Context: an optimization exercise on an open-source flow, tuned for small area, a short achievable clock period and few clock cycles. The choices shown serve that exercise and are no tape-out recipe.
Function was checked by simulation only, so behaviour that the tests miss may differ from the original.
Power and IR drop assume default switching activity.

===== flow/run.sh =====
#!/bin/bash
# synth_recipe.tcl (not shown) runs the flow's synth.tcl, then flattens the netlist and writes it again
# the make line also repeats each setting of config.mk as NAME=value (left out here)
make -C /OpenROAD-flow-scripts/flow DESIGN_CONFIG=/design/flow/config.mk WORK_HOME=/design/flow/orfs CLKGATE_MAP_FILE= SYNTH_SCRIPT=/design/flow/synth_recipe.tcl finish

===== flow/config.mk =====
export PLATFORM = sky130hd
export DESIGN_NAME = resolve_core
export DESIGN_NICKNAME = resolve_core
export VERILOG_FILES = /design/flow/design.v
export SDC_FILE = /design/flow/constraint.sdc
export NUM_CORES = 4
export LEC_CHECK = 0
export CAP_MARGIN = 20
export CORE_MARGIN = 2
export CORE_UTILIZATION = 40
export SLEW_MARGIN = 20

===== flow/constraint.sdc =====
create_clock -name core_clock -period 10.0 [get_ports {clk}]
set_input_delay 2.0000 -clock core_clock [delete_from_list [all_inputs] [get_ports {clk}]]
set_output_delay 2.0000 -clock core_clock [all_outputs]
set_load 0.01 [all_outputs]

===== flow/design.v =====
module resolve_core (
    input  wire        clk,
    input  wire        rst,             
    input  wire        start,
    input  wire [9:0]  cand_lag,
    input  wire [9:0]  lag_min,
    input  wire [9:0]  max_dist,
    input  wire [7:0]  subthr_pct,
    output reg         busy,
    output reg  [9:0]  dt_addr,
    input  wire [9:0]  dt_data,
    output reg         done,
    output reg         err,
    output reg  [9:0]  corr_lag,
    output reg  [9:0]  divisor
);
    localparam S_IDLE   = 3'd0;
    localparam S_DIV    = 3'd1;     
    localparam S_NEXTD  = 3'd2;     
    localparam S_IDX    = 3'd3;     
    localparam S_READ   = 3'd4;     
    localparam S_TEST   = 3'd5;     
    localparam S_FINAL  = 3'd6;     
    localparam D_MAXDIV = 2'd0;
    localparam D_IDX    = 2'd1;
    localparam D_CORR   = 2'd2;
    reg [2:0]  state;
    reg [1:0]  dkind;
    reg [9:0]  c_r;
    reg [9:0]  lmin_r;
    reg [17:0] thr;                 
    reg [9:0]  d;                   
    reg [9:0]  k;
    reg [21:0] dv_num;              
    reg [21:0] dv_q;
    reg [11:0] dv_rem;
    reg [10:0] dv_den;
    reg [4:0]  dv_cnt;
    wire [11:0] rem_sh  = {dv_rem[10:0], dv_num[21]};
    wire        rem_ge  = rem_sh >= {1'b0, dv_den};
    wire [11:0] rem_nxt = rem_ge ? rem_sh - {1'b0, dv_den} : rem_sh;
    wire [21:0] q_nxt   = {dv_q[20:0], rem_ge};
    task start_div;
        input [21:0] num;
        input [10:0] den;
        input [1:0]  kind;
        begin
            dv_num <= num;
            dv_den <= den;
            dv_q   <= 22'd0;
            dv_rem <= 12'd0;
            dv_cnt <= 5'd21;
            dkind  <= kind;
            state  <= S_DIV;
        end
    endtask
    wire [19:0] kc      = k * c_r;
    wire [21:0] idx_num = {1'b0, kc, 1'b0} + {12'd0, d};
    wire [10:0] two_d   = {d, 1'b0};
    wire [16:0] hundred_dt = dt_data * 7'd100;
    wire        is_weak       = {1'b0, hundred_dt} > thr;
    always @(posedge clk) begin
        if (rst) begin
            state    <= S_IDLE;
            dkind    <= D_MAXDIV;
            busy     <= 1'b0;
            done     <= 1'b0;
            err      <= 1'b0;
            corr_lag <= 10'd0;
            divisor  <= 10'd0;
            dt_addr  <= 10'd0;
            c_r      <= 10'd0;
            lmin_r   <= 10'd0;
            thr      <= 18'd0;
            d        <= 10'd0;
            k        <= 10'd0;
            dv_num   <= 22'd0;
            dv_q     <= 22'd0;
            dv_rem   <= 12'd0;
            dv_den   <= 11'd0;
            dv_cnt   <= 5'd0;
        end else begin
            done <= 1'b0;
            case (state)
                S_IDLE: begin
                    if (start) begin
                        if (lag_min == 10'd0) begin
                            done <= 1'b1;
                            err  <= 1'b1;
                        end else begin
                            busy   <= 1'b1;
                            err    <= 1'b0;
                            c_r    <= cand_lag;
                            lmin_r <= lag_min;
                            thr    <= subthr_pct * max_dist;
                            start_div({12'd0, cand_lag}, {1'b0, lag_min}, D_MAXDIV);
                        end
                    end
                end
                S_DIV: begin
                    dv_rem <= rem_nxt;
                    dv_q   <= q_nxt;
                    dv_num <= {dv_num[20:0], 1'b0};
                    if (dv_cnt != 5'd0) begin
                        dv_cnt <= dv_cnt - 5'd1;
                    end else begin
                        case (dkind)
                            D_MAXDIV: begin
                                d     <= q_nxt[9:0];
                                state <= S_NEXTD;
                            end
                            D_IDX: begin
                                dt_addr <= q_nxt[9:0];
                                state   <= S_READ;
                            end
                            default: begin
                                corr_lag <= q_nxt[9:0];
                                busy     <= 1'b0;
                                done     <= 1'b1;
                                state    <= S_IDLE;
                            end
                        endcase
                    end
                end
                S_NEXTD: begin
                    if (d <= 10'd1) begin
                        d     <= 10'd1;
                        state <= S_FINAL;
                    end else begin
                        k     <= 10'd1;
                        state <= S_IDX;
                    end
                end
                S_IDX: begin
                    if (k == d) begin
                        state <= S_FINAL;
                    end else begin
                        start_div(idx_num, two_d, D_IDX);
                    end
                end
                S_READ: begin
                    state <= S_TEST;
                end
                S_TEST: begin
                    if (is_weak) begin
                        d     <= d - 10'd1;
                        state <= S_NEXTD;
                    end else begin
                        k     <= k + 10'd1;
                        state <= S_IDX;
                    end
                end
                S_FINAL: begin
                    divisor <= d;
                    start_div({11'd0, c_r, 1'b0} + {12'd0, d}, two_d, D_CORR);
                end
                default: state <= S_IDLE;
            endcase
        end
    end
endmodule

==> summary.txt <==
Seq cells post-synth = 144
Initial core utilization = 40.69%
Largest net degree at the start of global routing = 71
Tot GR Track Use = 20.68%
Top cells by area, synth = dfxtp_1 (19%), fa_1 (16%), ha_1 (15%)
Max Cap Viol = 0
CP Capture Type = register
RSZ-0062 raised after global routing = no
Antenna Cells = 0
Pwr dens = 197.2 nW/um^2
Clk sink count = 144
Leakage = 7.663 nW
CTS clk-pin slew, worst paths = 0.06 ns
Synthesized area = 14900 um^2
Top Family by Delay on Critical Path = compound AO/OA/AOI/OAI gates
Syn nets = 2179
Asr flop ratio synth = 0%
Layout cells sized above 1 = 3.706%
Die area = 38800 um^2
Area added between synthesis and finish = 11.81%
DR vias/cell = 5.388
WS Path Type = in2reg
Status = timing/DRC/antenna clean
Final setup violation count = 0
Slew headroom = 31.37%
Syn Inst Count = 1833
Critical Path Start Type = primary input
Io pins = 84
Setup TNS Final = 0 ns
Commonest non-fill, non-tap cells in the layout = nand2_1 (241), inv_1 (197), ha_1 (177)
Vias in the first global route = 12670
Rows = 70
Clock latency on the worst-skew pair = 0.43 ns
Shortest period the worst path allows = 7.380 ns
CP max FO = 20
TritonCTS clock tree = built
Final hold violation count = 0
Ys flop type = dfxtp_1
Hold crit path type = reg2reg
Mean Syn Cell Area = 8.127 um^2
Peak VDD IR = 0.0001528 V
IO buf count = 83
Die Y = 197.0 um
Drt wl/cell = 16.53 um
Slew @ Worst Pin = 1.019 ns
CTS Buffer Depth = 2
Total congestion overflow = 0
CTS resizes = 0
EDFF count, synth = 0
CTS Hold Buffers Added = 0
Post-route non-filler standard cell count = 2330
Number of buffers created by CTS = 17
Worst EP arrival = 7.71 ns
DP HPWL = 29.55 mm
Root buf cell = clkbuf_16
DR pass1 iterations = 5
Post-CTS setup buffer count = 0
Chip width = 197.0 um
Worst path buffer plus inverter count = 4
Commonest non-fill, non-tap cell in the layout = nand2_1
Cell total after placement = 2300
Yosys top cell by area = dfxtp_1
Peak Freq = 135.5 MHz
Max stage delay on crit path = 0.50 ns
Iter 0 DRT Violations = 729
Core area = 36610 um^2
Cell mode on critical path = ha_1
GP Congestion = 0.8787
Warnings, synthesis = 1
Crit path max-delay cell type = fa_1
Post-route antenna net violation count = 0
Critical path data required time = 10.33 ns
Clk_skew = 0.01793 ns
Top-area cell type share of the netlist area = 19.35%
DRC = 0
Final period util = 73.80%
Post-synthesis sequential area ratio = 19.35%
First-pass GRT wire length = 64.75 mm
Total number of vias = 12550
Total length of routed wires = 38.52 mm
H-tree levels = 4
Nets = 2197
Max Transition Viols Final = 0
Antenna violations before repair = 1
Netlist cell types = 76
==> synth_stat cells, types with 5 or more instances <==
cell type  count
nand2_1      241
inv_1        197
ha_1         177
nor2_1       148
dfxtp_1      144
a21oi_1      118
fa_1         118
and2_1       111
clkbuf_1      77
xnor2_1       56
o21ai_0       54
nor3_1        34
xor2_1        27
nand3_1       25
a21o_1        23
a211oi_1      20
a22oi_1       17
nand4_1       17
a311oi_1      16
mux2i_1       16
nor2b_1       15
and3_1        14
buf_2         12
a31oi_1       10
or3_1          9
a221oi_1       7
buf_1          7
nand2b_1       7
o21a_1         7
a21boi_0       6
nand3b_1       6
o22ai_1        6
o31ai_1        6
a32o_1         5
nor4_1         5
or2_2          5
==> power breakdown <==
| group | internal, mW | switching, mW |
|---|---|---|
| clock | 0.429 | 0.257 |
| sequential | 0.688 | 0.155 |
| combinational | 0.731 | 1.02 |
==> worst paths after layout <==
| path | depth (start not counted) | slack (ns) | to | start |
|---|---|---|---|---|
| min reg2reg | 2 | 0.45 | corr_lag[2] | corr_lag[2] |
| max | 27 | 2.62 | d[0] | dt_data[2] |
| min | 2 | 0.45 | corr_lag[2] | corr_lag[2] |
| max reg2reg | 22 | 3.28 | dv_num[16] | k[3] |
==> state kept, by name (all words and copies together) (netlist names) <==
signal,cells
dv_num,22
thr,18
dv_den,11
dv_rem,11
c_r,10
corr_lag,10
d,10
divisor,10
dt_addr,10
k,10
dv_q,9
dv_cnt,5
state,3
dkind,2
busy,1
done,1
err,1
==> through the flow <==
stage               power (mW)  setup WS [ns]  cell area (um^2)  hold slack (ns)  util (%)
floorplan                2.152          3.607             14900           0.4251         -
detailed placement       2.596          2.246             16040           0.4469     43.80
CTS                      3.295          2.689             16650           0.4547     45.49
global placement         2.572          2.387             16040           0.4424     43.80
finish                   3.285          2.620             16660           0.4522     45.50
global route             3.567          2.021             16660           0.4712     45.50
==> kinds of logic (layout without fill, tap and decap cells) <==
kind of cell,count (synthesis),in the layout,share of synthesized area [%]
simple gates,651,651,20.66
compound gates,346,346,15.49
fa+ha+maj,295,295,30.72
buf+inv,295,324,7.559
flops,144,144,19.35
xor+xnor,84,84,4.989
mux,18,18,1.226
==> worst register-to-register path, cell delays in order (launching register included) <==
cell and delay, ns:
dfxtp_1 0.76, nand2_1 0.18, fa_1 0.57, inv_1 0.05
fa_1 0.45, ha_1 0.33, fa_1 0.54, inv_1 0.06
fa_1 0.53, inv_1 0.04, ha_1 0.34, o211a_1 0.18
o31ai_2 0.10, nor2b_1 0.16, xnor2_1 0.13, ha_1 0.35
nand2_1 0.08, o31ai_1 0.55, nand4_1 0.37, nor3_1 0.31
xor2_1 0.11, a221oi_1 0.31, nor3_1 0.08
==> final cells by class <==
| type | count | area [um^2] |
|---|---|---|
| fillers | 3711 | 19950 |
| multi-input cells | 1394 | 10900 |
| flip-flops and latches | 144 | 2883 |
| repair buffers | 96 | 925.9 |
| inverters | 198 | 743.2 |
| well taps | 468 | 585.6 |
| clock buffers | 21 | 460.4 |
| clock inverters | 9 | 157.7 |
==> layer usage <==
layer	wire [um]	global-route usage (%)	vias to the layer above
met5	0	0	-
met4	679	5.848	0
met3	1712	2.823	39
met2	17910	34.90	294
met1	18220	27.67	6028
li1	-	-	6192
Testbench counts, summed over its fixed seeds: cycles 127,119.

==> what the ideal ports hide <==
The flow's constraints put no driver on any port. The routed layout listed below was extracted and timed again, unchanged, in two steps.
Step 1 assumes that a clkbuf_16 drives the clock port and a buf_2 every other input.
Step 2 adds t to the input delays and takes it off the output delays; t is the mean of the earliest and latest rising clock arrival at the registers after step 1. Input paths then give back, and output paths get back, about the clock's delay inside the block.
a / b / c = ideal / step 1 / step 2; a / b = the first two.
shift t [ns]: 0.476
slack for setup (ns): 2.620 / 2.649 / 2.174
hold WS [ns]: 0.452 / 0.452 / 0.452
After both steps setup and hold are still met in this run. For this run, drivers alone change the setup slack by +0.029 ns; drivers and shift together by -0.446 ns.
